Context: an optimization exercise on an open-source flow, tuned for small area and few clock cycles. The choices shown serve that exercise and are no tape-out recipe. Only simulation tests tie the RTL to the original design; equivalence was not proved.

File: design/flow/run.sh
#!/bin/bash
# synth_recipe.tcl (not shown) runs the flow's synth.tcl, then flattens the netlist and writes it again
# the make line also repeats each setting of config.mk as NAME=value (left out here)
make -C /OpenROAD-flow-scripts/flow DESIGN_CONFIG=/design/flow/config.mk WORK_HOME=/design/flow/orfs CLKGATE_MAP_FILE= SYNTH_SCRIPT=/design/flow/synth_recipe.tcl finish
File: design/flow/config.mk
export PLATFORM = sky130hd
export DESIGN_NAME = fat12_walker
export DESIGN_NICKNAME = fat12_walker
export VERILOG_FILES = /design/flow/design.v
export SDC_FILE = /design/flow/constraint.sdc
export NUM_CORES = 4
export LEC_CHECK = 0
export CAP_MARGIN = 20
export CORE_MARGIN = 2
export CORE_UTILIZATION = 40
export CTS_CLUSTER_DIAMETER = 100
export CTS_CLUSTER_SIZE = 20
export GPL_TIMING_DRIVEN = 0
export SLEW_MARGIN = 20
File: design/flow/constraint.sdc
create_clock -name core_clock -period 20.0 [get_ports {clk}]
set_input_delay 4.0000 -clock core_clock [delete_from_list [all_inputs] [get_ports {clk}]]
set_output_delay 4.0000 -clock core_clock [all_outputs]
set_load 0.01 [all_outputs]
File: design/flow/design.v
module fat12_walker (
    input  wire        clk,
    input  wire        rst,            
    input  wire        cmd_valid,
    output wire        cmd_ready,
    input  wire [1:0]  cmd_op,         
    input  wire [15:0] cmd_arg,        
    input  wire        med_present,
    input  wire [20:0] med_size,
    output reg         med_re,
    output reg  [20:0] med_addr,
    input  wire [7:0]  med_rdata,      
    output reg         out_valid,
    input  wire        out_ready,
    output reg  [20:0] out_cluster,
    output reg  [20:0] out_offset,
    output reg         done,
    output reg         done_ok,
    output reg  [31:0] done_count,
    output reg  [31:0] done_total
);
    localparam OP_CHAIN = 2'd0, OP_ALLOC = 2'd1;    
    localparam S_IDLE = 4'd0,    
               S_G    = 4'd1,    
               S_RI   = 4'd2,    
               S_MAC  = 4'd3,    
               S_DIV  = 4'd4,    
               S_RD2  = 4'd5,    
               S_F    = 4'd6,    
               S_F2   = 4'd7,    
               S_CHS  = 4'd8,    
               S_CH1  = 4'd9,    
               S_CH0  = 4'd10,   
               S_CHH  = 4'd11,   
               S_SS   = 4'd12,   
               S_SCAN = 4'd13,   
               S_FIN  = 4'd14,   
               S_RL   = 4'd15;   
    localparam MO_BPC = 3'd0,    
               MO_FS  = 3'd1,    
               MO_FE  = 3'd2,    
               MO_NF  = 3'd3,    
               MO_DS  = 3'd4,    
               MO_OFF = 3'd5,    
               MO_RSV = 3'd6,    
               MO_RDS = 3'd7;    
    reg [3:0]  st;
    reg [3:0]  gs;
    reg [1:0]  op;
    reg [2:0]  mop;
    reg [5:0]  mi;
    reg [1:0]  dop;              
    reg        bad;              
    reg        tsd;              
    reg        offr;             
    reg        tcd;              
    reg        sok;              
    reg [7:0]  lo;
    reg [4:0]  sreg;             
    reg        p2reg;            
    reg [20:0] fs, fe;           
    reg [20:0] bpc;              
    reg        bpc_big;
    reg [24:0] dst;              
    reg        dst_big;
    reg [31:0] tc;               
    reg        obig;             
    reg [20:0] clu;
    reg [32:0] count;
    reg [21:0] a;                
    wire [15:0] bps  = count[15:0];
    wire [7:0]  spc  = count[23:16];
    wire [7:0]  nfat = count[31:24];
    wire [15:0] fld  = a[15:0];      
    reg [1:0]  ph;
    reg        okr;
    assign cmd_ready = (st == S_IDLE);
    function [34:0] add34(input [33:0] x, input [33:0] y, input ci);
        integer q;
        reg c;
        begin
            c = ci;
            for (q = 0; q < 34; q = q + 1) begin
                add34[q] = x[q] ^ y[q] ^ c;
                c = (x[q] & y[q]) | (c & (x[q] ^ y[q]));
            end
            add34[34] = c;
        end
    endfunction
    function lt34(input [33:0] x, input [33:0] y);
        integer q;
        reg r;
        begin
            r = 1'b0;
            for (q = 0; q < 34; q = q + 1) r = (x[q] ^ y[q]) ? y[q] : r;
            lt34 = r;
        end
    endfunction
    function one16(input [15:0] x);
        integer q;
        reg any, two;
        begin
            any = 1'b0; two = 1'b0;
            for (q = 0; q < 16; q = q + 1) begin
                two = two | (any & x[q]);
                any = any | x[q];
            end
            one16 = any & !two;
        end
    endfunction
    wire bps_p2  = one16(bps);
    wire spc_p2  = one16({8'd0, spc});
    wire nfat_p2 = one16({8'd0, nfat});
    wire [3:0] k  = {|bps[15:8], |{bps[15:12], bps[7:4]},
                     |{bps[15:14], bps[11:10], bps[7:6], bps[3:2]},
                     |{bps[15], bps[13], bps[11], bps[9], bps[7], bps[5], bps[3], bps[1]}};
    wire [2:0] j  = {|spc[7:4], |{spc[7:6], spc[3:2]}, |{spc[7], spc[5], spc[3], spc[1]}};
    wire [2:0] ln = {|nfat[7:4], |{nfat[7:6], nfat[3:2]}, |{nfat[7], nfat[5], nfat[3], nfat[1]}};
    wire [4:0] s_g  = {1'b0, k} + {2'b00, j};
    wire [4:0] s    = sreg;
    wire bpc_p2     = p2reg;
    reg  [24:0] sx;
    reg  [4:0]  sb;
    reg         sr;
    function [15:0] rev16(input [15:0] v);
        integer q;
        begin
            for (q = 0; q < 16; q = q + 1) rev16[q] = v[15 - q];
        end
    endfunction
    wire [24:0] sxi = sr ? {rev16(sx[15:0]), 9'd0} : sx;
    wire [24:0] sh1 = sb[0] ? {sxi[23:0], 1'b0}  : sxi;
    wire [24:0] sh2 = sb[1] ? {sh1[22:0], 2'b0}  : sh1;
    wire [24:0] sh3 = sb[2] ? {sh2[20:0], 4'b0}  : sh2;
    wire [24:0] sh4 = sb[3] ? {sh3[16:0], 8'b0}  : sh3;
    wire [24:0] sh5 = sb[4] ? {sh4[8:0], 16'b0}  : sh4;
    wire        sovf = (sb[0] & sxi[24]) | (sb[1] & |sh1[24:23]) | (sb[2] & |sh2[24:21]) |
                       (sb[3] & |sh3[24:17]) | (sb[4] & |sh4[24:9]);
    wire [24:0] sy  = sr ? {9'd0, rev16(sh5[24:9])} : sh5;
    reg  [1:0]  asel;            
    reg         ten, cin;
    wire [24:0] aa  = (asel == 2'd1) ? dst : (asel == 2'd2) ? {4'd0, out_offset} : 25'd0;
    wire [34:0] sumw = add34({9'd0, aa}, {9'd0, ten ? sy : 25'd0}, cin);
    wire [25:0] sum = sumw[25:0];
    wire        abig = (asel == 2'd2 && obig) || (asel == 2'd1 && dst_big);
    wire        big21 = abig || (ten && sovf) || sum[25] || (|sum[24:21]);
    reg  [15:0] ac;
    wire [34:0] aiw  = add34({18'd0, ac}, {19'd0, ac[15:1]}, 1'b0);
    wire [16:0] ai   = aiw[16:0];
    wire [34:0] aentw = add34({13'd0, fs}, {17'd0, ai}, 1'b0);
    wire [21:0] aent = aentw[21:0];
    wire [34:0] a1w  = add34({12'd0, a}, 34'd0, 1'b1);
    wire [21:0] a1   = a1w[21:0];
    wire [34:0] cm2w     = add34({13'd0, clu}, {13'd0, 21'h1FFFFE}, st == S_SCAN);
    wire [20:0] cm2      = cm2w[20:0];
    wire        clu_lt   = (tc[31:21] != 11'd0) || lt34({13'd0, cm2}, {13'd0, tc[20:0]});
    wire        clu_le   = clu_lt;
    wire        clu_ok   = (clu[20:1] != 20'd0) && clu_lt;
    wire        cnt_le   = !lt34({2'b00, tc}, {1'b0, count});      
    wire        steps_ok = sok;
    wire [20:0] off      = out_offset;
    wire        off_big  = obig;
    wire [34:0] offew    = add34({13'd0, off}, {13'd0, bpc}, 1'b0);
    wire [21:0] off_end  = offew[21:0];
    wire        off_bad  = off_big || bpc_big || lt34({13'd0, med_size}, {12'd0, off_end});
    wire [11:0] ech  = clu[0] ? {med_rdata, lo[7:4]} : {med_rdata[3:0], lo};
    wire        ech_end = (ech >= 12'hFF8) || (ech == 12'd0);
    wire [34:0] cnw    = add34({13'd0, clu}, 34'd0, 1'b1);
    wire [20:0] cn     = cnw[20:0];
    wire        cn_ok  = clu_le;
    wire [11:0] esc    = (ph == 2'd1) ? {med_rdata[3:0], lo} : {med_rdata, lo[7:4]};
    wire        s_cmp  = (ph != 2'd0);
    wire        a_in   = lt34({12'd0, a}, {13'd0, fe});
    wire        s_in   = a_in && cn_ok;
    wire        is_alloc = (op == OP_ALLOC);
    wire        n_hit  = is_alloc && (count == {12'd0, bpc});
    wire        o_busy = out_valid && !out_ready;
    wire        s_stall = s_cmp && o_busy;
    wire [34:0] cnt1w  = add34({1'b0, count}, 34'd0, 1'b1);
    wire [32:0] cnt1   = cnt1w[32:0];
    wire [15:0] dd   = (dop == 2'd2) ? {8'd0, spc} : bps;
    wire [16:0] dr   = {fld, tc[31]};
    wire [34:0] dsubw = add34({17'd0, dr}, ~{18'd0, dd}, 1'b1);
    wire [17:0] dsub = {!dsubw[34], dsubw[16:0]};
    wire        dq   = !dsub[17];
    wire [34:0] dsecw = add34({2'b00, tc}, ~{9'd0, dst}, 1'b1);
    wire [32:0] dsec = dsecw[32:0];
    reg  [2:0]  cm;              
    reg         cfast;           
    always @(*) begin
        cm = mop;
        case (st)
            S_G: case (gs)
                4'd3:  cm = MO_BPC;
                4'd5:  cm = MO_RDS;
                4'd7:  cm = MO_FS;
                4'd8:  cm = MO_RSV;
                4'd10: cm = MO_FE;
                4'd11: cm = MO_NF;
                default: cm = mop;
            endcase
            S_F:   cm = MO_DS;
            S_CHS: cm = MO_OFF;
            default: cm = mop;
        endcase
        case (cm)
            MO_NF:  cfast = nfat_p2;
            MO_OFF: cfast = bpc_p2;
            MO_RSV, MO_RDS: cfast = 1'b1;
            default: cfast = bps_p2;
        endcase
    end
    reg mbit;
    always @(*) begin
        case (cm)
            MO_NF:  mbit = nfat[mi[2:0]];
            MO_OFF: mbit = bpc[mi[4:0]];
            default: mbit = bps[mi[3:0]];
        endcase
    end
    wire first = (st != S_MAC) || (mi == 6'd0);
    wire [5:0] mlast = (cm == MO_NF) ? 6'd7 : (cm == MO_OFF) ? 6'd20 : 6'd15;
    always @(*) begin
        sx = 25'd0; sb = 5'd0; sr = 1'b0;
        asel = 2'd0; ten = 1'b1; cin = 1'b0;
        case (cm)
            MO_BPC: begin sx = {17'd0, fld[7:0]}; sb = cfast ? {1'b0, k} : mi[4:0]; end
            MO_FS:  begin sx = {9'd0, fld};       sb = cfast ? {1'b0, k} : mi[4:0]; end
            MO_FE:  begin sx = {9'd0, fld};       sb = cfast ? {1'b0, k} : mi[4:0]; asel = 2'd2; end
            MO_NF:  begin sx = {9'd0, fld};       sb = cfast ? {2'b0, ln} : mi[4:0]; asel = 2'd1; end
            MO_DS:  begin sx = dst;               sb = cfast ? {1'b0, k} : mi[4:0]; end
            MO_OFF: begin sx = {4'd0, cm2};       sb = cfast ? s : mi[4:0]; asel = first ? 2'd1 : 2'd2; end
            MO_RSV: begin sx = {9'd0, fld};       sb = 5'd0; asel = 2'd1; end
            default: begin  
                sx = {9'd0, fld};
                if (k > 4'd5) begin sr = 1'b1; sb = {1'b0, k - 4'd5}; cin = sovf; end
                else                  sb = {2'b0, 3'd5 - k[2:0]};
            end
        endcase
        if (st == S_MAC) begin
            ten = mbit;
            if (!first) asel = (cm == MO_NF) ? 2'd1 : 2'd2;
        end
        if (st == S_RD2) begin
            asel = 2'd1; ten = 1'b0; cin = (fld != 16'd0);
        end
    end
    reg [5:0] ia;
    always @(*) begin
        case (gs)
            4'd0:  ia = 6'h0C;
            4'd1:  ia = 6'h0D;
            4'd2:  ia = 6'h11;
            4'd3:  ia = 6'h12;
            4'd4:  ia = 6'h0E;
            4'd5:  ia = 6'h0F;
            4'd6:  ia = 6'h10;
            4'd7:  ia = 6'h16;
            4'd8:  ia = 6'h17;
            4'd9:  ia = 6'h14;
            4'd10: ia = 6'h13;
            4'd11: ia = 6'h23;
            4'd12: ia = 6'h22;
            4'd13: ia = 6'h21;
            4'd14: ia = 6'h20;
            default: ia = 6'h23;
        endcase
    end
    reg fin, fin_ok;
    always @(*) begin
        fin = 1'b0; fin_ok = 1'b1;
        case (st)
            S_CH0: if (!a_in || ech_end) fin = 1'b1;
            S_SCAN: begin
                if (n_hit) fin = 1'b1;
                else if (s_cmp && !s_in) begin fin = 1'b1; fin_ok = !is_alloc; end
            end
            S_FIN: begin fin = 1'b1; fin_ok = okr; end
            default: ;
        endcase
    end
    wire drained = !o_busy;
    always @(*) begin
        done        = fin && drained;
        done_ok     = fin_ok;
        done_count  = count[31:0];
        done_total  = tc;
        out_cluster = clu;
        med_re      = 1'b1;
    end
    always @(*) begin
        ac = (st == S_SS) ? 16'd2 : clu[15:0];
        case (st)
            S_IDLE: med_addr = 21'h0B;
            S_G, S_RI: med_addr = {15'd0, ia};
            S_RL: med_addr = mi[0] ? 21'h11 : 21'h12;
            S_CHS, S_SS: med_addr = aent[20:0];
            S_CH1: med_addr = a1[20:0];
            S_SCAN: med_addr = (s_stall || n_hit) ? a[20:0] : a1[20:0];
            default: med_addr = a[20:0];
        endcase
    end
    always @(posedge clk) begin
        if (rst) begin
            st        <= S_IDLE;
            out_valid <= 1'b0;
        end else begin
            if (out_ready) out_valid <= 1'b0;
            if (fin) begin
                okr <= fin_ok;
                st  <= drained ? S_IDLE : S_FIN;
            end
            case (st)
                S_IDLE: if (cmd_valid) begin
                    op    <= cmd_op;
                    clu   <= {5'd0, cmd_arg};
                    bpc   <= {5'd0, cmd_arg};
                    gs    <= 4'd0;
                    bad   <= 1'b0;
                    tsd   <= 1'b0;
                    tcd   <= 1'b0;
                    offr  <= 1'b0;
                    sok   <= 1'b1;
                    if (!med_present || med_size < 21'd512) begin
                        okr <= 1'b0;
                        st  <= S_FIN;
                    end else
                        st <= S_G;
                end
                S_G: begin
                    gs <= gs + 4'd1;
                    case (gs)
                        4'd0: lo <= med_rdata;
                        4'd1: count[15:0] <= {med_rdata, lo};                        
                        4'd2: begin count[23:16] <= med_rdata; a[15:0] <= {8'd0, med_rdata}; end   
                        4'd4: a[15:0] <= {med_rdata, lo};                            
                        4'd6: a[15:0] <= {med_rdata, lo};                            
                        4'd7: count[31:24] <= med_rdata;                             
                        4'd9: begin a[15:0] <= {med_rdata, lo}; tc <= 32'd0; end     
                        4'd10, 4'd11, 4'd12, 4'd13, 4'd14, 4'd15: tc <= {tc[23:0], med_rdata};
                        default: lo <= med_rdata;
                    endcase
                    case (gs)
                        4'd3: begin
                            if (bps == 16'd0 || spc == 8'd0) bad <= 1'b1;
                            if (cfast) begin
                                if (op == OP_CHAIN) begin bpc <= sum[20:0]; bpc_big <= big21; end
                            end else begin mop <= MO_BPC; mi <= 6'd0; st <= S_MAC; gs <= gs; end
                        end
                        4'd5: begin
                            if (bps_p2) dst <= sum[24:0];
                            else begin mi <= 6'd0; st <= S_RL; gs <= gs; end
                        end
                        4'd7: begin
                            if (cfast) begin
                                fs <= sum[20:0]; if (big21) bad <= 1'b1;
                                out_offset <= sum[20:0]; obig <= big21;
                            end else begin mop <= MO_FS; mi <= 6'd0; st <= S_MAC; gs <= gs; end
                        end
                        4'd8: begin
                            if (nfat == 8'd0) bad <= 1'b1;
                            dst <= sum[24:0];
                        end
                        4'd10: begin
                            if (fld == 16'd0) bad <= 1'b1;
                            if (cfast) begin fe <= sum[20:0]; if (big21) bad <= 1'b1; end
                            else begin mop <= MO_FE; mi <= 6'd0; st <= S_MAC; gs <= gs; end
                        end
                        4'd11: begin
                            if (cfast) dst <= sum[24:0];
                            else begin mop <= MO_NF; mi <= 6'd0; st <= S_MAC; gs <= gs; end
                            if ({tc[7:0], med_rdata} != 16'd0) st <= cfast ? S_F : S_MAC;
                        end
                        4'd15: st <= S_F;
                        default: ;
                    endcase
                end
                S_RI: begin
                    gs <= gs + 4'd1;
                    st <= (gs == 4'd11 && tc[15:0] != 16'd0) ? S_F : S_G;
                end
                S_MAC: begin
                    mi <= mi + 6'd1;
                    case (cm)
                        MO_NF: dst <= sum[24:0];
                        default: begin out_offset <= sum[20:0]; obig <= big21 || (!first && obig); end
                    endcase
                    if (mi == mlast) begin
                        case (cm)
                            MO_BPC: begin
                                if (op == OP_CHAIN) begin bpc <= sum[20:0]; bpc_big <= big21 || (!first && obig); end
                                st <= S_RI;
                            end
                            MO_FS: begin fs <= sum[20:0]; if (big21 || (!first && obig)) bad <= 1'b1; st <= S_RI; end
                            MO_FE: begin fe <= sum[20:0]; if (big21 || (!first && obig)) bad <= 1'b1; st <= S_RI; end
                            MO_NF: st <= S_RI;
                            MO_DS: begin dst <= {4'd0, sum[20:0]}; dst_big <= big21 || (!first && obig); mi <= 6'd0; st <= S_F2; end
                            default: begin offr <= 1'b1; st <= S_CHS; end    
                        endcase
                    end
                end
                S_DIV: begin
                    mi  <= mi + 6'd1;
                    a[15:0] <= dq ? dsub[15:0] : dr[15:0];
                    tc  <= {tc[30:0], dq};
                    if (mi == ((dop == 2'd0) ? 6'd36 : 6'd31)) begin
                        case (dop)
                            2'd0: st <= S_RD2;
                            2'd1: begin tsd <= 1'b1; st <= S_F; end
                            default: st <= S_F2;
                        endcase
                        if (dop == 2'd0) dst <= {tc[23:0], dq};
                        if (dop == 2'd2) tcd <= 1'b1;
                    end
                end
                S_RL: begin
                    mi <= mi + 6'd1;
                    tc <= (mi == 6'd0) ? 32'd0 : {tc[23:0], med_rdata};
                    if (mi == 6'd2) begin
                        a[15:0] <= 16'd0;
                        dop <= 2'd0; mi <= 6'd0; st <= S_DIV;
                    end
                end
                S_RD2: begin
                    dst <= sum[24:0];
                    st  <= S_RI;
                end
                S_F: begin
                    if (tc == 32'd0 && !tsd) begin
                        tc  <= {11'd0, med_size};
                        a[15:0] <= 16'd0;
                        dop <= 2'd1; mi <= 6'd0; st <= S_DIV;
                    end else begin
                        tc <= (dsec[32] || dsec == 33'd0) ? 32'd0 : dsec[31:0];
                        if (bad || lt34({13'd0, med_size}, {13'd0, fe})) begin
                            okr <= 1'b0;
                            st  <= S_FIN;
                        end else if (op != OP_CHAIN || cfast) begin
                            dst <= {4'd0, sum[20:0]}; dst_big <= big21;
                            mi  <= 6'd0;
                            st  <= S_F2;
                        end else begin
                            mop <= MO_DS; mi <= 6'd0; st <= S_MAC;
                        end
                    end
                end
                S_F2: begin
                    if (tcd || (spc_p2 && mi[2:0] == j)) begin
                        count <= 33'd0;
                        sreg  <= s_g;
                        p2reg <= bps_p2 && spc_p2;
                        if (op == OP_CHAIN) st <= S_CHS;
                        else if (is_alloc && bpc == 21'd0) begin okr <= 1'b1; st <= S_FIN; end
                        else st <= S_SS;
                    end else if (spc_p2) begin
                        tc <= {1'b0, tc[31:1]};
                        mi <= mi + 6'd1;
                    end else begin
                        a[15:0] <= 16'd0;
                        dop <= 2'd2; mi <= 6'd0; st <= S_DIV;
                    end
                end
                S_CHS: if (!o_busy) begin
                    a <= aent;
                    if (!bpc_p2 && !offr && clu_ok && steps_ok && !bpc_big) begin
                        mop <= MO_OFF; mi <= 6'd0; st <= S_MAC;
                    end else begin
                        if (!offr) begin out_offset <= sum[20:0]; obig <= big21; end
                        st <= S_CH1;
                    end
                end
                S_CH1: begin
                    lo <= med_rdata;
                    if (!clu_ok || !steps_ok) begin okr <= 1'b1; st <= S_FIN; end
                    else if (off_bad) begin okr <= 1'b0; st <= S_FIN; end
                    else begin
                        if (o_busy) st <= S_CHS;
                        else begin
                            out_valid <= 1'b1;
                            count <= cnt1[32:0];
                            sok   <= cnt_le;
                            a  <= a1;
                            st <= S_CH0;
                        end
                    end
                end
                S_CH0: if (!fin) begin
                    if (o_busy) st <= S_CHH;
                    else begin
                        clu  <= {9'd0, ech};
                        offr <= 1'b0;
                        st   <= S_CHS;
                    end
                end
                S_CHH: st <= S_CH0;
                S_SS: begin
                    a   <= aent;
                    clu <= 21'd1;
                    ph  <= 2'd0;
                    out_offset <= 21'd0;
                    st  <= S_SCAN;
                end
                S_SCAN: if (!fin && !s_stall) begin
                    a  <= a1;
                    lo <= med_rdata;
                    ph <= (ph == 2'd1) ? 2'd2 : (ph == 2'd2) ? 2'd0 : 2'd1;
                    if (s_cmp) begin
                        clu <= cn;
                        if (esc == 12'd0) begin
                            count <= cnt1[32:0];
                            if (is_alloc) out_valid <= 1'b1;
                        end
                    end
                end
                S_FIN: ;
                default: st <= S_IDLE;
            endcase
        end
    end
endmodule
==> impl_metrics.ini, run 1 <==
[floorplanning]
chipWidth_microns = 255
rows = 91
floorplan.core_area_sq_um = 61900
die_footprint_sq_um = 64900
start_util_pct = 40.6
io_pins = 184
fp.dieH_microns = 255

[setup_path]
crit_type = register to register
timing.critical_path.from_type = register
timing.critical_path.fanout_max = 12
critPathArrivalTime_ps = 19620
critical_path.slowest_cell = fa_1
crit_path_frequent_cell = fa_1
worst_ep_required_time_ps = 20320
critPathCaptureType = register
max_stage_delay_ps = 470

[drt]
post_detailed_route_drc_marker_count = 0
detailedRoute.firstIterationViolations = 4331
drt-wirelength-per-cell_microns = 35.2
dr_total_vias = 25569
drt_wl_total_microns = 135000
post_drt_via_cell_ratio = 6.66
number_of_optimization_iterations_in_the_first_detailed_route_pass = 12
postRouteAntennaNets = 0

[clock_network]
cts.path.max_buffers = 3
htree_num_levels = 1
tritoncts = yes
tritoncts.num_buffers = 22
clock-root-buffer = clkbuf_16
ctsHoldBuffers = 0
number_of_sinks_handled_by_clock_tree_synthesis = 270
clock_insertion_delay_worst_skew_ps = 600
clk_transition_reported_paths_ps = 90

[logic_synthesis]
ys_seq_elements = 270
ys_types = 109
post_synth_most_frequent_cells = nand2_1 (313), edfxtp_1 (259), inv_1 (247)
synth_area_leader_cell = edfxtp_1
synthMostInstantiatedCell = nand2_1
synth.cell_area_sq_um = 25200
netlist_top_cells_area = edfxtp_1 (31%), fa_1 (9.2%), ha_1 (6.4%)
synth_cells = 2763
synthDominantCellAreaShare_pct = 30.9
ys_async_sr_fraction_pct = 0
synthesis.yosys.warnings = 1
syn_nets = 3059
avgSynthCellArea_sq_um = 9.11
leading_register_cell_type_out_of_synthesis = edfxtp_1
synth_sequential_area_ratio_pct = 31.8
post_synth_edffs = 259

[layout]
synthesis_to_finish_area_growth_pct = 15.9
post-route-util_pct = 47.1
nets = 3281
layout.cells.non_filler = 3837
final_layout_size_suffix_gt1_share_pct = 7.71

[sta]
post-route-min-period_ps = 19300
timing_hold_violations_final = 0
max_clock_freq_ghz = 0.0518
setup_ws_ps = 705
relSlewSlack_pct = 16.9
timing.final.crit_share_pct = 96.5
setup_tns_ps = 0
rsz0062_at_grt = false
worstMarginPinSlew_ps = 1250
skew_ps = 39.4
finalMaxSlewViolations = 0
setup_violations = 0

[place]
final_replace_weighted_congestion = 1.05
io_buffer_count = 179
dp_hpwl_microns = 107000
placement_stage_worst_setup_slack_ps = -1800
placed_cells_incl_taps = 3792

[global_routing]
combined_global_route_utilization_of_all_metal_layers_pct = 40.9
grt_antenna_before_repair = 3
grt_overflow = 0
grt_first_pass_wirelength_microns = 185000
pin_count_of_the_biggest_net_entering_global_routing = 25
grt_pass1_vias = 23953

[run_status]
outcome = complete, no violations

[run]
cap_violations = 0

[min_path]
worst_hold_path_type = register to register
layout make-up:
cell class,count,area (sq um)
clock buffer,27,591
multi-input combinational,2025,15400
antenna,2,5.00
tap,837,1050
timing repair buffer,202,2020
sequential,270,8000
inverter,250,951
buffer,214,1000
clock inverter,10,140
fill,6139,32800
path summary, 6_finish.rpt:
kind / from / to / slack (ps) / cells past startpoint
setup / recovery: st[0] / bad / 700 / 73
setup reg to reg: st[0] / bad / 700 / 73
hold / removal: fs[20] / a[21] / 680 / 3
hold reg to reg: fs[20] / a[21] / 680 / 3
cell usage in the layout (no fill, tap or decap), types with 21 or more instances in the layout:
master	count
nand2_1	313
edfxtp_1	259
inv_1	247
nor2_1	201
clkdlybuf4s50_1	179
clkbuf_1	139
o21ai_0	136
a21oi_1	129
ha_1	129
fa_1	111
a22oi_1	66
nand3_1	59
mux2i_1	58
a222oi_1	51
buf_4	50
nor3_1	48
nor4_1	45
a22o_1	43
nand2b_1	37
maj3_1	37
xnor2_1	34
nor2b_1	29
o31ai_1	28
a211oi_1	24
nand4_1	23
o211ai_1	23
clkbuf_16	23
buf_2	22
a221o_1	22
mux2_2	21
o22ai_1	21
what timing repair did:
action                                  CTS  global route
resized for setup                        14            23
pin swaps                                 0             6
endpoints found under the setup margin    8             6
buffers inserted                          1             8
logic make-up after synthesis:
| kind of cell | count (synthesis) | share of synthesized area (%) |
|---|---|---|
| flops | 270 | 31.8 |
| buf+inv | 468 | 7.76 |
| other cells | 1 | 0.0149 |
| simple gates | 873 | 16.5 |
| compound gates | 728 | 20.6 |
| xor+xnor | 41 | 1.43 |
| mux | 101 | 4.84 |
| fa+ha+maj | 281 | 17.0 |
registers in the layout, summed over array words and instances (netlist names), 2 cells and up:
signal      cells
count          33
tc             32
dst            25
a              22
bpc            21
clu            21
fe             21
fs             21
out_offset     21
lo              8
ia              6
mi              6
sreg            5
gs              4
st              4
mop             3
dop             2
op              2
ph              2
stage by stage:
step           hold slack (ps)  area (sq um)
2_1_floorplan              569         25200
3_3_place_gp               647         28000
3_5_place_dp               654         28300
4_1_cts                    677         29000
5_1_grt                    715         29200
6_report                   685         29200
per-layer routing:
metal,routed length [microns],GRT usage (%)
met1,53300,55.1
met2,57200,60.8
met3,15600,9.56
met4,9070,22.0
met5,0,0
worst max-delay path: cells and delay by family (launching register included):
| kind | cells | cell delay [ps] |
|---|---|---|
| xor gates and xnor gates | 1 | 230 |
| DFF | 1 | 420 |
| AOI/OAI and AO/OA | 9 | 1590 |
| buffers and inverters | 9 | 720 |
| and+or+nand+nor | 6 | 1160 |
| muxes | 3 | 660 |
| adders and majority gates | 45 | 14210 |
Testbench counts, summed over its fixed seeds: cycles 73,816.
==> inputs of run 2 (changes only) <==
--- a/design/flow/design.v
+++ b/design/flow/design.v
@@ -32,7 +32,7 @@
                S_CH1  = 4'd9,    
                S_CH0  = 4'd10,   
                S_CHH  = 4'd11,   
-               S_SS   = 4'd12,   
+               S_UN   = 4'd12,   
                S_SCAN = 4'd13,   
                S_FIN  = 4'd14,   
                S_RL   = 4'd15;   
@@ -162,7 +162,8 @@
     wire        off_big  = obig;
     wire [34:0] offew    = add34({13'd0, off}, {13'd0, bpc}, 1'b0);
     wire [21:0] off_end  = offew[21:0];
-    wire        off_bad  = off_big || bpc_big || lt34({13'd0, med_size}, {12'd0, off_end});
+    wire        med_lt   = lt34({13'd0, med_size}, (st == S_F) ? {13'd0, fe} : {12'd0, off_end});
+    wire        off_bad  = off_big || bpc_big || med_lt;
     wire [11:0] ech  = clu[0] ? {med_rdata, lo[7:4]} : {med_rdata[3:0], lo};
     wire        ech_end = (ech >= 12'hFF8) || (ech == 12'd0);
     wire [34:0] cnw    = add34({13'd0, clu}, 34'd0, 1'b1);
@@ -289,17 +290,34 @@
         med_re      = 1'b1;
     end
     always @(*) begin
-        ac = (st == S_SS) ? 16'd2 : clu[15:0];
+        ac = (st == S_CHS) ? clu[15:0] : 16'd2;
         case (st)
             S_IDLE: med_addr = 21'h0B;
             S_G, S_RI: med_addr = {15'd0, ia};
             S_RL: med_addr = mi[0] ? 21'h11 : 21'h12;
-            S_CHS, S_SS: med_addr = aent[20:0];
+            S_CHS, S_F, S_F2: med_addr = aent[20:0];
             S_CH1: med_addr = a1[20:0];
             S_SCAN: med_addr = (s_stall || n_hit) ? a[20:0] : a1[20:0];
             default: med_addr = a[20:0];
         endcase
     end
+    wire go = (st == S_F) ? (spc_p2 && j == 3'd0) : (tcd || (spc_p2 && mi[2:0] == j));
+    task dispatch;
+        begin
+            count <= 33'd0;
+            sreg  <= s_g;
+            p2reg <= bps_p2 && spc_p2;
+            if (op == OP_CHAIN) st <= S_CHS;
+            else if (is_alloc && bpc == 21'd0) begin okr <= 1'b1; st <= S_FIN; end
+            else begin
+                a   <= aent;
+                clu <= 21'd1;
+                ph  <= 2'd0;
+                out_offset <= 21'd0;
+                st  <= S_SCAN;
+            end
+        end
+    endtask
     always @(posedge clk) begin
         if (rst) begin
             st        <= S_IDLE;
@@ -431,28 +449,23 @@
                         a[15:0] <= 16'd0;
                         dop <= 2'd1; mi <= 6'd0; st <= S_DIV;
                     end else begin
-                        tc <= (dsec[32] || dsec == 33'd0) ? 32'd0 : dsec[31:0];
-                        if (bad || lt34({13'd0, med_size}, {13'd0, fe})) begin
+                        tc <= dsec[32] ? 32'd0 : dsec[31:0];
+                        if (bad || med_lt) begin
                             okr <= 1'b0;
                             st  <= S_FIN;
                         end else if (op != OP_CHAIN || cfast) begin
                             dst <= {4'd0, sum[20:0]}; dst_big <= big21;
                             mi  <= 6'd0;
                             st  <= S_F2;
+                            if (go) dispatch;
                         end else begin
                             mop <= MO_DS; mi <= 6'd0; st <= S_MAC;
                         end
                     end
                 end
                 S_F2: begin
-                    if (tcd || (spc_p2 && mi[2:0] == j)) begin
-                        count <= 33'd0;
-                        sreg  <= s_g;
-                        p2reg <= bps_p2 && spc_p2;
-                        if (op == OP_CHAIN) st <= S_CHS;
-                        else if (is_alloc && bpc == 21'd0) begin okr <= 1'b1; st <= S_FIN; end
-                        else st <= S_SS;
-                    end else if (spc_p2) begin
+                    if (go) dispatch;
+                    else if (spc_p2) begin
                         tc <= {1'b0, tc[31:1]};
                         mi <= mi + 6'd1;
                     end else begin
@@ -493,13 +506,6 @@
                     end
                 end
                 S_CHH: st <= S_CH0;
-                S_SS: begin
-                    a   <= aent;
-                    clu <= 21'd1;
-                    ph  <= 2'd0;
-                    out_offset <= 21'd0;
-                    st  <= S_SCAN;
-                end
                 S_SCAN: if (!fin && !s_stall) begin
                     a  <= a1;
                     lo <= med_rdata;
--- a/design/flow/config.mk
+++ b/design/flow/config.mk
@@ -8,7 +8,4 @@
 export CAP_MARGIN = 20
 export CORE_MARGIN = 2
 export CORE_UTILIZATION = 40
-export CTS_CLUSTER_DIAMETER = 100
-export CTS_CLUSTER_SIZE = 20
-export GPL_TIMING_DRIVEN = 0
 export SLEW_MARGIN = 20
==> run 2 against run 1 <==
  * Register-to-register slack better by 140 ps
  * Via count increased by 3.5%
  * Wire length down 2.2%
  * Critical path depth unchanged
  * Critical path type unchanged
  * Critical endpoint unchanged
==> impl_metrics.ini, run 2 <==
[run_status]
outcome = complete, no violations

[clock_network]
clk_transition_reported_paths_ps = 70
number_of_sinks_handled_by_clock_tree_synthesis = 270
htree_num_levels = 2
tritoncts = yes
ctsHoldBuffers = 0
postCtsSetupRepairBufs = 0
cts.path.max_buffers = 3
clock_insertion_delay_worst_skew_ps = 610
tritoncts.num_buffers = 36
clock-root-buffer = clkbuf_16

[min_path]
hold_depth = 2
worst_hold_path.endpoint = dst[24]
worst_hold_path_type = register to register
hold_start = dst[24]

[drt]
highest-signal-layer = met5
dr_total_vias = 26466
wirelength_met1_microns = 51100
postRouteAntennaNets = 0
drt_wl_total_microns = 132000
post_detailed_route_drc_marker_count = 0
drt-wirelength-per-cell_microns = 34.1
detailedRoute.firstIterationViolations = 4281
met3RoutedLength_microns = 15300
post_drt_via_cell_ratio = 6.82
number_of_optimization_iterations_in_the_first_detailed_route_pass = 7
met2_wirelength_microns = 57900

[logic_synthesis]
leading_register_cell_type_out_of_synthesis = edfxtp_1
ys_seq_elements = 270
synthDominantCellAreaShare_pct = 30.3
synth_cells = 2915
avgSynthCellArea_sq_um = 8.82
synth_area_leader_cell = edfxtp_1
post_synth_edffs = 259
syn_nets = 3210
synthesis.yosys.warnings = 1
synth.cell_area_sq_um = 25700
synthMostInstantiatedCell = nand2_1
post_synth_most_frequent_cells = nand2_1 (307), edfxtp_1 (259), inv_1 (242)
ys_async_sr_fraction_pct = 0
ys_types = 99
netlist_top_cells_area = edfxtp_1 (30%), fa_1 (9.0%), ha_1 (6.2%)
synth_sequential_area_ratio_pct = 31.1

[setup_path]
crit_type = register to register
worst_ep_required_time_ps = 20330
reg2regPathDepth = 73
critical_path.slowest_cell = fa_1
max_stage_delay_ps = 530
cp_num_cells = 73
r2r-start = st[0]
critPathTopFamily = adder cells
critPathArrivalTime_ps = 19480
timing.rr.end = bad
critPathCaptureType = register
crit_path_frequent_cell = fa_1
cp_num_buf_inv = 9
timing.critical_path.fanout_max = 7
worst-r2r-setup-slack_ps = 840
timing.critical_path.from_type = register

[layout]
nets = 3299
reg.largest.list = count: 33 flops, tc: 32 flops, dst: 25 flops
layout.cells.most_common_list = nand2_1 (307), edfxtp_1 (259), inv_1 (241), nor2_1 (224), a21oi_1 (199)
largest_register_ff_count = 33
ff_latch_area_sq_um = 8000
layout.cells.most_common = nand2_1
final_layout_size_suffix_gt1_share_pct = 8.05
multi_input_area_sq_um = 15900
synthesis_to_finish_area_growth_pct = 15.6
fillerInstances = 6098
largest-register = count

[sta]
rsz0062_at_grt = false
finalMaxSlewViolations = 0
setup_violations = 0
timing.final.crit_share_pct = 95.8
skew_ps = 54.7
max_clock_freq_ghz = 0.0522
timing_hold_violations_final = 0
setup_tns_ps = 0
relSlewSlack_pct = 18.0
post-route-min-period_ps = 19160
worstMarginPinSlew_ps = 1230

[place]
dp_hpwl_microns = 102000
final_replace_weighted_congestion = 1.01
io_buffer_count = 182

[global_routing]
combined_global_route_utilization_of_all_metal_layers_pct = 39.1
grt_antenna_before_repair = 4
grt_overflow = 0
grt_first_pass_wirelength_microns = 187000
pin_count_of_the_biggest_net_entering_global_routing = 57
grt_pass1_vias = 25238

[floorplanning]
io_pins = 184
fp.dieH_microns = 257
start_util_pct = 40.6
floorplan.core_area_sq_um = 63300
die_footprint_sq_um = 66300
chipWidth_microns = 257
rows = 92

[run]
cap_violations = 0
[run 2: cell count changes in the layout (fill, tap and decap cells not counted), moves of 17 or more]
cell / change
a221oi_1: +29
nor3_1: +26
maj3_1: -18
o21ai_0: +52
buf_2: -22
clkbuf_1: -133
nor2_1: +23
buf_4: +53
o22ai_1: +17
a21oi_1: +70
a222oi_1: -22
[run 2: cell families (layout without fill, tap and decap cells)]
| logic type | Yosys count | after routing | synth area share, % |
|---|---|---|---|
| AND/OR/NAND/NOR | 876 | 876 | 15.9 |
| adder cells (fa/ha/maj) | 263 | 263 | 16.0 |
| AO/OA/AOI/OAI | 904 | 904 | 24.0 |
| flip-flops | 270 | 270 | 31.1 |
| other | 1 | 2 | 0.0146 |
| buffers and inverters | 479 | 596 | 7.64 |
| multiplexers | 81 | 81 | 3.90 |
| XOR/XNOR | 41 | 41 | 1.40 |
[run 2: timing repair]
action / CTS / global route
resized for setup: 0 / 4
setup endpoints to repair: 0 / 5
endpoints found under the hold margin: 0 / 0
[run 2: area by class of cell]
class	count	area share [%]
Antenna cell	1	0.00842
Clock buffer	44	3.20
Clock inverter	22	0.973
Inverter	245	3.10
Multi-Input combinational cell	2166	53.5
Sequential cell	270	26.9
Tap cell	846	3.56
Timing Repair Buffer	285	8.73
[run 2: metal layers]
metal  vias up  GRT usage [%]
met5         -              0
met4         6           19.6
met3       410           8.73
met2      1980           59.8
met1     13065           51.9
li1      11005              -
[run 2: per-stage QoR]
step / util (%) / std cells / cell area, sq um / setup slack, ps / hold WS, ps
after CTS: 46.9 / 3878 / 29700 / 699 / 582
after global placement: 44.9 / 3812 / 28400 / 833 / 563
after floorplan: - / 2915 / 25700 / 1070 / 547
final: 46.9 / 3879 / 29700 / 841 / 601
after detailed placement: 44.9 / 3812 / 28400 / 760 / 567
after global routing: 46.9 / 3878 / 29700 / 53.4 / 614
[run 2: worst max-delay path by stage]
stage	start	endpoint
after floorplan	st[2]	bad
after global placement	st[2]	bad
after detailed placement	st[2]	bad
after CTS	st[2]	bad
after global routing	st[0]	bad
final	st[0]	bad
[run 2: worst min-delay path, stage by stage, from the launching register on]
cell      delay, ps
edfxtp_1        350
a222oi_1         90
inv_1            60
Testbench counts of run 2, summed over its fixed seeds: cycles 73,514.
==> inputs of run 3 (changes only) <==
--- a/design/flow/design.v
+++ b/design/flow/design.v
@@ -55,6 +55,7 @@
     reg        offr;             
     reg        tcd;              
     reg        sok;              
+    reg        pa;               
     reg [7:0]  lo;
     reg [4:0]  sreg;             
     reg        p2reg;            
@@ -151,19 +152,16 @@
     wire [21:0] aent = aentw[21:0];
     wire [34:0] a1w  = add34({12'd0, a}, 34'd0, 1'b1);
     wire [21:0] a1   = a1w[21:0];
-    wire [34:0] cm2w     = add34({13'd0, clu}, {13'd0, 21'h1FFFFE}, st == S_SCAN);
+    wire [34:0] cm2w     = add34({13'd0, clu}, {13'd0, 21'h1FFFFE}, (st == S_SCAN) || pa);
     wire [20:0] cm2      = cm2w[20:0];
     wire        clu_lt   = (tc[31:21] != 11'd0) || lt34({13'd0, cm2}, {13'd0, tc[20:0]});
     wire        clu_le   = clu_lt;
     wire        clu_ok   = (clu[20:1] != 20'd0) && clu_lt;
     wire        cnt_le   = !lt34({2'b00, tc}, {1'b0, count});      
     wire        steps_ok = sok;
-    wire [20:0] off      = out_offset;
-    wire        off_big  = obig;
-    wire [34:0] offew    = add34({13'd0, off}, {13'd0, bpc}, 1'b0);
-    wire [21:0] off_end  = offew[21:0];
-    wire        med_lt   = lt34({13'd0, med_size}, (st == S_F) ? {13'd0, fe} : {12'd0, off_end});
-    wire        off_bad  = off_big || bpc_big || med_lt;
+    wire        med_lt   = lt34({13'd0, med_size}, (st == S_F) ? {13'd0, fe} : {12'd0, sum[21:0]});
+    wire        off_bad  = bpc_p2 ? (big21 || med_lt) : (obig || bpc_big);
+    wire        pred     = bpc_p2 && (ech == cn[11:0]) && (cn[20:12] == 9'd0);
     wire [11:0] ech  = clu[0] ? {med_rdata, lo[7:4]} : {med_rdata[3:0], lo};
     wire        ech_end = (ech >= 12'hFF8) || (ech == 12'd0);
     wire [34:0] cnw    = add34({13'd0, clu}, 34'd0, 1'b1);
@@ -242,6 +240,10 @@
             ten = mbit;
             if (!first) asel = (cm == MO_NF) ? 2'd1 : 2'd2;
         end
+        if (st == S_CH1 || st == S_CH0) begin
+            sx = 25'd1; sb = s; sr = 1'b0;
+            asel = 2'd2; ten = 1'b1; cin = 1'b0;
+        end
         if (st == S_RD2) begin
             asel = 2'd1; ten = 1'b0; cin = (fld != 16'd0);
         end
@@ -297,6 +299,7 @@
             S_RL: med_addr = mi[0] ? 21'h11 : 21'h12;
             S_CHS, S_F, S_F2: med_addr = aent[20:0];
             S_CH1: med_addr = a1[20:0];
+            S_CH0: med_addr = clu[0] ? a1[20:0] : a[20:0];    
             S_SCAN: med_addr = (s_stall || n_hit) ? a[20:0] : a1[20:0];
             default: med_addr = a[20:0];
         endcase
@@ -339,6 +342,7 @@
                     tcd   <= 1'b0;
                     offr  <= 1'b0;
                     sok   <= 1'b1;
+                    pa    <= 1'b0;
                     if (!med_present || med_size < 21'd512) begin
                         okr <= 1'b0;
                         st  <= S_FIN;
@@ -401,7 +405,10 @@
                     mi <= mi + 6'd1;
                     case (cm)
                         MO_NF: dst <= sum[24:0];
-                        default: begin out_offset <= sum[20:0]; obig <= big21 || (!first && obig); end
+                        default: begin
+                            out_offset <= sum[20:0];
+                            if (cm != MO_OFF || pa) obig <= big21 || (!first && obig);
+                        end
                     endcase
                     if (mi == mlast) begin
                         case (cm)
@@ -413,7 +420,16 @@
                             MO_FE: begin fe <= sum[20:0]; if (big21 || (!first && obig)) bad <= 1'b1; st <= S_RI; end
                             MO_NF: st <= S_RI;
                             MO_DS: begin dst <= {4'd0, sum[20:0]}; dst_big <= big21 || (!first && obig); mi <= 6'd0; st <= S_F2; end
-                            default: begin offr <= 1'b1; st <= S_CHS; end    
+                            default: begin    
+                                if (pa) begin
+                                    obig <= big21 || obig || med_lt;
+                                    pa   <= 1'b0;
+                                    mi   <= 6'd0;
+                                end else begin
+                                    offr <= 1'b1;
+                                    st   <= S_CHS;
+                                end
+                            end
                         endcase
                     end
                 end
@@ -476,7 +492,7 @@
                 S_CHS: if (!o_busy) begin
                     a <= aent;
                     if (!bpc_p2 && !offr && clu_ok && steps_ok && !bpc_big) begin
-                        mop <= MO_OFF; mi <= 6'd0; st <= S_MAC;
+                        mop <= MO_OFF; mi <= 6'd0; pa <= 1'b1; st <= S_MAC;
                     end else begin
                         if (!offr) begin out_offset <= sum[20:0]; obig <= big21; end
                         st <= S_CH1;
@@ -502,7 +518,13 @@
                     else begin
                         clu  <= {9'd0, ech};
                         offr <= 1'b0;
-                        st   <= S_CHS;
+                        if (pred) begin
+                            a          <= clu[0] ? a1 : a;
+                            out_offset <= sum[20:0];
+                            obig       <= big21;
+                            st         <= S_CH1;
+                        end else
+                            st <= S_CHS;
                     end
                 end
                 S_CHH: st <= S_CH0;
==> run 3 against run 2 <==
  * Non-clock buffer count increased by 73
  * Sequential cell count rose by 1
  * Sequential share of layout area is 0.61 points lower
  * Critical path depth grew 2
  * Register-to-register slack worse by 60 ps
  * Via count fell by 0.80%
  * Synthesized cell count fell by 1.1%
  * Design area increased by 2.7%
==> impl_metrics.ini, run 3 <==
[logic_synthesis]
synthesis.yosys.warnings = 1
synth_area_leader_cell = edfxtp_1
synth_cells = 2884
post_synth_most_frequent_cells = nand2_1 (304), nor2_1 (269), edfxtp_1 (260)
ys_async_sr_fraction_pct = 0
post_synth_edffs = 260
ys_seq_elements = 271
avgSynthCellArea_sq_um = 8.97
netlist_top_cells_area = edfxtp_1 (30%), fa_1 (7.4%), ha_1 (6.1%)
synthMostInstantiatedCell = nand2_1
syn_nets = 3157
synth_sequential_area_ratio_pct = 31.0
synthDominantCellAreaShare_pct = 30.2
ys_types = 109
leading_register_cell_type_out_of_synthesis = edfxtp_1
synth.cell_area_sq_um = 25900

[setup_path]
max_stage_delay_ps = 470
timing.critical_path.fanout_max = 8
crit_type = register to register
critPathArrivalTime_ps = 19520
critical_path.slowest_cell = fa_1
crit_path_frequent_cell = ha_1
worst_ep_required_time_ps = 20300
timing.critical_path.from_type = register
critPathCaptureType = register

[min_path]
worst_hold_path_type = register to register

[drt]
drt_wl_total_microns = 134000
dr_total_vias = 26255
post_detailed_route_drc_marker_count = 0
drt-wirelength-per-cell_microns = 34.2
post_drt_via_cell_ratio = 6.68
postRouteAntennaNets = 0
detailedRoute.firstIterationViolations = 3980
number_of_optimization_iterations_in_the_first_detailed_route_pass = 10

[place]
io_buffer_count = 182
dp_hpwl_microns = 105000
placement_stage_worst_setup_slack_ps = -208
final_replace_weighted_congestion = 1.05
place_area_sq_um = 29100

[floorplanning]
die_footprint_sq_um = 66700
chipWidth_microns = 258
floorplan.core_area_sq_um = 64200
io_pins = 184
rows = 93
start_util_pct = 40.3
fp.dieH_microns = 258

[sta]
worst_hold_slack_ps = 585
relSlewSlack_pct = 20.5
max_clock_freq_ghz = 0.0520
finalMaxSlewViolations = 0
timing_hold_violations_final = 0
setup_tns_ps = 0
post-route-min-period_ps = 19210
skew_ps = 36.3
setup_violations = 0
setup_ws_ps = 785
rsz0062_at_grt = false
worstMarginPinSlew_ps = 1180
timing.final.crit_share_pct = 96.1

[clock_network]
clock-root-buffer = clkbuf_16
tritoncts = yes
clk_transition_reported_paths_ps = 60
htree_num_levels = 2
ctsHoldBuffers = 0
tritoncts.num_buffers = 37
cts.path.max_buffers = 3
number_of_sinks_handled_by_clock_tree_synthesis = 271
clock_insertion_delay_worst_skew_ps = 590

[global_routing]
pin_count_of_the_biggest_net_entering_global_routing = 59
combined_global_route_utilization_of_all_metal_layers_pct = 39.6
grt_antenna_before_repair = 5
grt_overflow = 0
grt_pass1_vias = 25303
grt_first_pass_wirelength_microns = 189000

[run_status]
outcome = complete, no violations

[layout]
reg.largest.list = count: 33 flops, tc: 32 flops, dst: 25 flops
ff_latch_area_sq_um = 8030
synthesis_to_finish_area_growth_pct = 18.0
largest_register_ff_count = 33
fillerInstances = 6212
multi_input_area_sq_um = 16200
largest-register = count
nets = 3322
layout.cells.most_common_list = nand2_1 (304), nor2_1 (263), edfxtp_1 (260), inv_1 (206), clkdlybuf4s50_1 (182)
final_layout_size_suffix_gt1_share_pct = 12.0
layout.cells.most_common = nand2_1
stdcell_area_sq_um = 30500

[run]
cap_violations = 0
==> run 3: cell types whose count changed in the layout (fill, tap and decap cells not counted), moves of 20 or more <==
cell,change
fa_1,-38
a31oi_1,+20
o21ai_0,-27
buf_4,+70
nor2_1,+39
mux2i_1,+61
a21oi_1,-88
inv_1,-35
==> run 3: cell type report <==
cell class	count	share of cell area (%)
diodes	1	0.00820
clock buffers	40	3.07
clock inverters	26	1.01
inverters	211	2.60
multi-input cells	2170	53.0
flip-flops and latches	271	26.3
well taps	855	3.51
repair buffers	358	10.5
==> run 3: stage by stage <==
stage	utilization, %	cells
after floorplan	-	2884
after global placement	45.3	3859
after detailed placement	45.3	3859
after CTS	47.4	3930
after global routing	47.5	3931
final	47.5	3932
==> run 3: what timing repair did <==
action	CTS	global route
gates resized for setup	15	17
setup buffers	4	1
pin swaps	6	9
cloned	1	0
endpoints found under the setup margin	55	107
==> run 3: final timing paths <==
path,start,to,slack [ps],depth (start not counted)
setup / recovery,st[0],count[11],790,75
hold / removal,dst[10],dst[10],590,2
setup reg to reg,st[0],count[11],790,75
hold reg to reg,dst[10],dst[10],590,2
==> run 3: critical path, delay by kind of cell, from the launching register on <==
| kind | cells | cell delay (ps) |
|---|---|---|
| muxes | 5 | 1060 |
| and+or+nand+nor | 7 | 970 |
| xor gates and xnor gates | 1 | 140 |
| DFF | 1 | 330 |
| buffers and inverters | 7 | 770 |
| AOI/OAI and AO/OA | 10 | 1940 |
| adders and majority gates | 45 | 13660 |
==> run 3: layer usage <==
layer / share of wire, % / routed length [microns] / vias up / GRT usage [%]
li1: - / - / 11093 / -
met1: 39 / 53000 / 13027 / 52.5
met2: 44 / 59200 / 1799 / 61.5
met3: 11 / 14300 / 328 / 8.34
met4: 5.9 / 7970 / 8 / 19.7
met5: 0.042 / 57 / - / 0
==> run 3: cell families (layout without fill, tap and decap cells) <==
logic type	Yosys count	count (layout)	share of synthesized area, %
flops	271	271	31.0
simple gates	944	944	17.3
fa+ha+maj	238	238	14.1
compound gates	789	789	22.1
other cells	1	2	0.0145
xor+xnor	51	51	1.73
mux	147	147	6.45
buf+inv	443	635	7.26
Testbench counts of run 3, summed over its fixed seeds: cycles 72,137.
==> inputs of run 4 (changes only) <==
--- a/design/flow/design.v
+++ b/design/flow/design.v
@@ -32,7 +32,7 @@
                S_CH1  = 4'd9,    
                S_CH0  = 4'd10,   
                S_CHH  = 4'd11,   
-               S_UN   = 4'd12,   
+               S_SS   = 4'd12,   
                S_SCAN = 4'd13,   
                S_FIN  = 4'd14,   
                S_RL   = 4'd15;   
@@ -159,7 +159,7 @@
     wire        clu_ok   = (clu[20:1] != 20'd0) && clu_lt;
     wire        cnt_le   = !lt34({2'b00, tc}, {1'b0, count});      
     wire        steps_ok = sok;
-    wire        med_lt   = lt34({13'd0, med_size}, (st == S_F) ? {13'd0, fe} : {12'd0, sum[21:0]});
+    wire        med_lt   = lt34({13'd0, med_size}, {12'd0, sum[21:0]});
     wire        off_bad  = bpc_p2 ? (big21 || med_lt) : (obig || bpc_big);
     wire        pred     = bpc_p2 && (ech == cn[11:0]) && (cn[20:12] == 9'd0);
     wire [11:0] ech  = clu[0] ? {med_rdata, lo[7:4]} : {med_rdata[3:0], lo};
@@ -292,35 +292,18 @@
         med_re      = 1'b1;
     end
     always @(*) begin
-        ac = (st == S_CHS) ? clu[15:0] : 16'd2;
+        ac = (st == S_SS) ? 16'd2 : clu[15:0];
         case (st)
             S_IDLE: med_addr = 21'h0B;
             S_G, S_RI: med_addr = {15'd0, ia};
             S_RL: med_addr = mi[0] ? 21'h11 : 21'h12;
-            S_CHS, S_F, S_F2: med_addr = aent[20:0];
+            S_CHS, S_SS: med_addr = aent[20:0];
             S_CH1: med_addr = a1[20:0];
             S_CH0: med_addr = clu[0] ? a1[20:0] : a[20:0];    
             S_SCAN: med_addr = (s_stall || n_hit) ? a[20:0] : a1[20:0];
             default: med_addr = a[20:0];
         endcase
     end
-    wire go = (st == S_F) ? (spc_p2 && j == 3'd0) : (tcd || (spc_p2 && mi[2:0] == j));
-    task dispatch;
-        begin
-            count <= 33'd0;
-            sreg  <= s_g;
-            p2reg <= bps_p2 && spc_p2;
-            if (op == OP_CHAIN) st <= S_CHS;
-            else if (is_alloc && bpc == 21'd0) begin okr <= 1'b1; st <= S_FIN; end
-            else begin
-                a   <= aent;
-                clu <= 21'd1;
-                ph  <= 2'd0;
-                out_offset <= 21'd0;
-                st  <= S_SCAN;
-            end
-        end
-    endtask
     always @(posedge clk) begin
         if (rst) begin
             st        <= S_IDLE;
@@ -465,23 +448,28 @@
                         a[15:0] <= 16'd0;
                         dop <= 2'd1; mi <= 6'd0; st <= S_DIV;
                     end else begin
-                        tc <= dsec[32] ? 32'd0 : dsec[31:0];
-                        if (bad || med_lt) begin
+                        tc <= (dsec[32] || dsec == 33'd0) ? 32'd0 : dsec[31:0];
+                        if (bad || lt34({13'd0, med_size}, {13'd0, fe})) begin
                             okr <= 1'b0;
                             st  <= S_FIN;
                         end else if (op != OP_CHAIN || cfast) begin
                             dst <= {4'd0, sum[20:0]}; dst_big <= big21;
                             mi  <= 6'd0;
                             st  <= S_F2;
-                            if (go) dispatch;
                         end else begin
                             mop <= MO_DS; mi <= 6'd0; st <= S_MAC;
                         end
                     end
                 end
                 S_F2: begin
-                    if (go) dispatch;
-                    else if (spc_p2) begin
+                    if (tcd || (spc_p2 && mi[2:0] == j)) begin
+                        count <= 33'd0;
+                        sreg  <= s_g;
+                        p2reg <= bps_p2 && spc_p2;
+                        if (op == OP_CHAIN) st <= S_CHS;
+                        else if (is_alloc && bpc == 21'd0) begin okr <= 1'b1; st <= S_FIN; end
+                        else st <= S_SS;
+                    end else if (spc_p2) begin
                         tc <= {1'b0, tc[31:1]};
                         mi <= mi + 6'd1;
                     end else begin
@@ -528,6 +516,13 @@
                     end
                 end
                 S_CHH: st <= S_CH0;
+                S_SS: begin
+                    a   <= aent;
+                    clu <= 21'd1;
+                    ph  <= 2'd0;
+                    out_offset <= 21'd0;
+                    st  <= S_SCAN;
+                end
                 S_SCAN: if (!fin && !s_stall) begin
                     a  <= a1;
                     lo <= med_rdata;
--- a/design/flow/config.mk
+++ b/design/flow/config.mk
@@ -5,7 +5,9 @@
 export SDC_FILE = /design/flow/constraint.sdc
 export NUM_CORES = 4
 export LEC_CHECK = 0
-export CAP_MARGIN = 20
+export CAP_MARGIN = 0
 export CORE_MARGIN = 2
 export CORE_UTILIZATION = 40
-export SLEW_MARGIN = 20
+export CTS_CLUSTER_DIAMETER = 100
+export CTS_CLUSTER_SIZE = 20
+export SLEW_MARGIN = 0
==> run 4 against run 3 <==
  * Still clean on timing, DRC and antenna
  * Non-clock buffer count decreased by 70
  * Critical path depth decreased by 4
  * Design area decreased by 6.4%
  * Clock skew increased by 5.4 ps
  * Critical path type unchanged
  * Critical endpoint is now count[2]
==> impl_metrics.ini, run 4 <==
[drt]
drt-wirelength-per-cell_microns = 32.7
dr_total_vias = 24742
drt_wl_total_microns = 120000
postRouteAntennaNets = 0
detailedRoute.firstIterationViolations = 4017
number_of_optimization_iterations_in_the_first_detailed_route_pass = 10
post_detailed_route_drc_marker_count = 0
post_drt_via_cell_ratio = 6.73

[clock_network]
number_of_sinks_handled_by_clock_tree_synthesis = 271
tritoncts.num_buffers = 20
clock_insertion_delay_worst_skew_ps = 590
tritoncts = yes
ctsHoldBuffers = 0
clock-root-buffer = clkbuf_16
clk_transition_reported_paths_ps = 90
htree_num_levels = 1
cts.path.max_buffers = 3

[global_routing]
grt_first_pass_wirelength_microns = 172000
grt_overflow = 0
grt_pass1_vias = 23944
grt_antenna_before_repair = 4
combined_global_route_utilization_of_all_metal_layers_pct = 36.6
pin_count_of_the_biggest_net_entering_global_routing = 58

[setup_path]
timing.rr.end = count[2]
worst_ep_required_time_ps = 20290
timing.critical_path.fanout_max = 8
critical_path.slowest_cell = or4_4
critPathCaptureType = register
crit_path_frequent_cell = ha_1
r2r-start = st[1]
worst-r2r-setup-slack_ps = 750
timing.critical_path.from_type = register
critPathArrivalTime_ps = 19550
max_stage_delay_ps = 490
crit_type = register to register
reg2regPathDepth = 71

[sta]
timing_hold_violations_final = 0
setup_ws_ps = 747
finalMaxSlewViolations = 0
setup_violations = 0
worstMarginPinSlew_ps = 1310
relSlewSlack_pct = 12.7
setup_tns_ps = 0
skew_ps = 41.7
timing.final.crit_share_pct = 96.3
max_clock_freq_ghz = 0.0519
worst_hold_slack_ps = 678
post-route-min-period_ps = 19250

[floorplanning]
chipWidth_microns = 254
start_util_pct = 40.5
fp.dieH_microns = 254
die_footprint_sq_um = 64700
rows = 91
floorplan.core_area_sq_um = 61800
io_pins = 184

[logic_synthesis]
synthesis.yosys.warnings = 1
syn_nets = 2996
netlist_top_cells_area = edfxtp_1 (31%), fa_1 (7.6%), ha_1 (6.3%)
avgSynthCellArea_sq_um = 9.21
synth_sequential_area_ratio_pct = 32.0
synth_area_leader_cell = edfxtp_1
ys_types = 112
post_synth_edffs = 260
leading_register_cell_type_out_of_synthesis = edfxtp_1
ys_async_sr_fraction_pct = 0
synthDominantCellAreaShare_pct = 31.2
synthMostInstantiatedCell = nand2_1
ys_seq_elements = 271
synth_cells = 2722
post_synth_most_frequent_cells = nand2_1 (266), edfxtp_1 (260), nor2_1 (220)
synth.cell_area_sq_um = 25100

[layout]
largest_register_ff_count = 33
final_layout_size_suffix_gt1_share_pct = 8.60
largest-register = count
synthesis_to_finish_area_growth_pct = 14.0
fillerInstances = 6038
layout.cells.most_common = nand2_1
stdcell_area_sq_um = 28600
reg.largest.list = count: 33 flops, tc: 32 flops, dst: 25 flops
layout.cells.most_common_list = nand2_1 (266), edfxtp_1 (260), nor2_1 (216), inv_1 (211), clkdlybuf4s50_1 (182)
nets = 3099

[min_path]
worst_hold_path_type = register to register
hold_start = lo[0]
worst_hold_path.endpoint = count[0]
hold_depth = 2

[place]
final_replace_weighted_congestion = 1.07
place_area_sq_um = 27800
io_buffer_count = 182
dp_hpwl_microns = 93900
placement_stage_worst_setup_slack_ps = 190

[run_status]
outcome = complete, no violations

[run]
cap_violations = 0
==> run 4: kinds of logic (layout without fill, tap and decap cells) <==
group                    after synthesis  in the layout  synth area share [%]
AND/OR/NAND/NOR                      822            822                  15.6
AO/OA/AOI/OAI                        763            763                  21.8
buffers and inverters                421            537                  7.17
flip-flops                           271            271                  32.0
adder cells (fa/ha/maj)              264            264                  15.6
multiplexers                         126            126                  5.87
XOR/XNOR                              54             54                  1.89
other                                  1              4                0.0150
==> run 4: area by class of cell <==
cell class / count / area (sq um) / area share, %
multi-input cells: 2030 / 15400 / 53.9
repair buffers: 288 / 2640 / 9.24
well taps: 837 / 1050 / 3.67
inverters: 214 / 803 / 2.81
flip-flops and latches: 271 / 8030 / 28.1
clock inverters: 8 / 91.3 / 0.320
clock buffers: 27 / 537 / 1.88
diodes: 3 / 7.51 / 0.0263
==> run 4: routing by layer <==
layer | vias to the layer above | GRT usage (%) | wire, microns
met5 | - | 0 | 8
met4 | 2 | 20.0 | 7630
met3 | 356 | 7.96 | 14000
met2 | 1844 | 55.8 | 52400
met1 | 12137 | 48.4 | 46100
li1 | 10403 | - | -
==> run 4: timing repair <==
item,in CTS,in global routing
endpoints found under the setup margin,0,60
gates resized for setup,0,23
buffers inserted,0,1
endpoints found under the hold margin,0,0
==> run 4: critical path, delay by kind of cell (launching register included) <==
family,cells,cell delay [ps]
adders and majority gates,45,14010
buffers and inverters,5,490
and+or+nand+nor,6,1270
DFF,1,320
muxes,3,520
xor gates and xnor gates,1,140
AOI/OAI and AO/OA,11,2180
==> run 4: worst max-delay path by stage <==
stage          start  depth (start not counted)        to  slack (ps)
2_1_floorplan  st[2]                         73  count[0]         300
3_3_place_gp   st[1]                         71     a[13]         340
3_5_place_dp   st[1]                         69     a[14]         190
4_1_cts        st[1]                         69      a[0]          50
5_1_grt        st[1]                         70  count[2]         -10
6_report       st[1]                         71  count[2]         750
==> run 4: stage by stage <==
stage	utilization [%]	std cells
global placement	45.0	3638
CTS	46.0	3673
global route	46.2	3675
finish	46.2	3678
floorplan	-	2722
detailed placement	45.0	3638
Testbench counts of run 4, summed over its fixed seeds: cycles 72,439.
==> inputs of run 5 (changes only) <==
--- a/design/flow/config.mk
+++ b/design/flow/config.mk
@@ -5,9 +5,9 @@
 export SDC_FILE = /design/flow/constraint.sdc
 export NUM_CORES = 4
 export LEC_CHECK = 0
-export CAP_MARGIN = 0
+export CAP_MARGIN = 20
 export CORE_MARGIN = 2
 export CORE_UTILIZATION = 40
 export CTS_CLUSTER_DIAMETER = 100
 export CTS_CLUSTER_SIZE = 20
-export SLEW_MARGIN = 0
+export SLEW_MARGIN = 20
==> run 5 against run 4 <==
  * Worst setup slack improved by 57 ps
  * Wire length barely moved
  * Highest routed layer unchanged
  * Area after synthesis did not move
  * Non-clock buffer count rose by 1
  * First-iteration DRC count fell by 9.2%
  * Largest cell class unchanged
  * Clock skew fell by 5.8 ps
  * Global-route usage barely moved
  * Critical path type unchanged
  * Sequential share of layout area barely moved
  * Still clean
==> impl_metrics.ini, run 5 <==
[run_status]
outcome = complete, no violations

[clock_network]
cts.path.max_buffers = 3
tritoncts = yes
tritoncts.num_buffers = 20
clock_insertion_delay_worst_skew_ps = 590
number_of_sinks_handled_by_clock_tree_synthesis = 271
ctsHoldBuffers = 0
clk_transition_reported_paths_ps = 90

[logic_synthesis]
synth.cell_area_sq_um = 25100
synth_sequential_area_ratio_pct = 32.0
post_synth_edffs = 260
synth_area_leader_cell = edfxtp_1
synthMostInstantiatedCell = nand2_1
netlist_top_cells_area = edfxtp_1 (31%), fa_1 (7.6%), ha_1 (6.3%)
synth_cells = 2722
ys_types = 112
avgSynthCellArea_sq_um = 9.21
post_synth_most_frequent_cells = nand2_1 (266), edfxtp_1 (260), nor2_1 (220)
leading_register_cell_type_out_of_synthesis = edfxtp_1
synthDominantCellAreaShare_pct = 31.2
syn_nets = 2996
ys_async_sr_fraction_pct = 0

[place]
dp_hpwl_microns = 93900
place_area_sq_um = 27800
final_replace_weighted_congestion = 1.07
placement_stage_worst_setup_slack_ps = 197
io_buffer_count = 182

[layout]
final_layout_size_suffix_gt1_share_pct = 8.67
largest_register_ff_count = 33
nets = 3100
fillerInstances = 6038
largest-register = count
synthesis_to_finish_area_growth_pct = 14.1
reg.largest.list = count: 33 flops, tc: 32 flops, dst: 25 flops
layout.cells.most_common_list = nand2_1 (266), edfxtp_1 (260), nor2_1 (216), inv_1 (211), clkdlybuf4s50_1 (182)

[sta]
max_clock_freq_ghz = 0.0521
setup_tns_ps = 0
relSlewSlack_pct = 18.2
setup_ws_ps = 804
setup_violations = 0
worstMarginPinSlew_ps = 1230
rsz0062_at_grt = false
timing.final.crit_share_pct = 96.0

[setup_path]
cp_num_buf_inv = 5
critPathArrivalTime_ps = 19490
worst_ep_required_time_ps = 20290
timing.critical_path.from_type = register
critPathTopFamily = adder cells
crit_type = register to register
timing.critical_path.fanout_max = 8
critical_path.slowest_cell = or4_4
max_stage_delay_ps = 490

[drt]
drt-wirelength-per-cell_microns = 32.7
drt_wl_total_microns = 120000
postRouteAntennaNets = 0
post_drt_via_cell_ratio = 6.76
post_detailed_route_drc_marker_count = 0
dr_total_vias = 24876

[run]
cap_violations = 0

[global_routing]
global_route.usage.met1_pct = 48.6
grt_pass1_vias = 23937
pin_count_of_the_biggest_net_entering_global_routing = 58
grt_overflow = 0
grt_first_pass_wirelength_microns = 172000
combined_global_route_utilization_of_all_metal_layers_pct = 36.6

[min_path]
worst_hold_path_type = register to register

[floorplanning]
die_footprint_sq_um = 64700
rows = 91
start_util_pct = 40.5
run 5: routing by layer:
metal	vias to the layer above	routed length, microns
met5	-	72
met4	4	7850
met3	373	14000
met2	1891	52500
met1	12203	45800
li1	10405	-
run 5: final cells by class:
| type | instances | area (sq um) | share of cell area [%] |
|---|---|---|---|
| Multi-Input combinational cell | 2030 | 15400 | 53.9 |
| Sequential cell | 271 | 8030 | 28.1 |
| Timing Repair Buffer | 289 | 2650 | 9.26 |
| Tap cell | 837 | 1050 | 3.66 |
| Inverter | 214 | 803 | 2.81 |
| Clock buffer | 27 | 537 | 1.88 |
| Clock inverter | 8 | 95.1 | 0.333 |
| Antenna cell | 3 | 7.51 | 0.0263 |
run 5: final timing paths:
path         slack, ps  cells past startpoint  endpoint   from
max reg2reg        800                     68  count[3]  st[1]
min                670                      2  count[0]  lo[0]
min reg2reg        670                      2  count[0]  lo[0]
max                800                     68  count[3]  st[1]
run 5: repair_timing:
action	CTS	global route
gates resized for setup	0	23
hold endpoints to repair	0	0
setup buffers	0	2
setup endpoints to repair	0	60
run 5: cells by family (layout without fill, tap and decap cells):
group                      count (synthesis)  after routing  share of synthesized area, %
adders and majority gates                264            264                          15.6
DFF                                      271            271                          32.0
muxes                                    126            126                          5.87
other                                      1              4                        0.0150
buffers and inverters                    421            538                          7.17
AOI/OAI and AO/OA                        763            763                          21.8
and+or+nand+nor                          822            822                          15.6
xor gates and xnor gates                  54             54                          1.89
run 5: per-stage QoR:
stage | std cells | utilization, %
global route | 3676 | 46.2
finish | 3679 | 46.2
detailed placement | 3638 | 45.0
CTS | 3673 | 46.0
global placement | 3638 | 45.0
floorplan | 2722 | -
run 5: worst min-delay path: stages, from the launching register on:
cell,delay (ps)
edfxtp_1,440
nand2_1,70
o21ai_0,70

==> port drivers added, routing unchanged <==
No port has a modelled driver above. Below, the same layouts with a new extraction and two added sets of constraints.
Step 1 assumes that a clkbuf_16 drives the clock port and a buf_2 every other input.
Step 2 times the ports against the registers' clock, not the clock port: input delays grow and output delays shrink by t, the midpoint of the rising clock arrivals with the driver on.
Three values: ideal ports, drivers, drivers and shift; two values: the first two.
| run | t (ns) | setup WS [ns] | worst register clock-pin slew, ns |
|---|---|---|---|
| run 1 | 0.643 | 0.705 / 0.705 / 0.705 | 0.10 / 0.10 |
| run 2 | 0.653 | 0.841 / 0.841 / 0.841 | 0.07 / 0.07 |
| run 3 | 0.641 | 0.785 / 0.785 / 0.785 | 0.06 / 0.06 |
| run 4 | 0.628 | 0.747 / 0.747 / 0.747 | 0.10 / 0.10 |
| run 5 | 0.632 | 0.804 / 0.804 / 0.804 | 0.10 / 0.10 |
After both steps setup and hold are still met in every run listed.
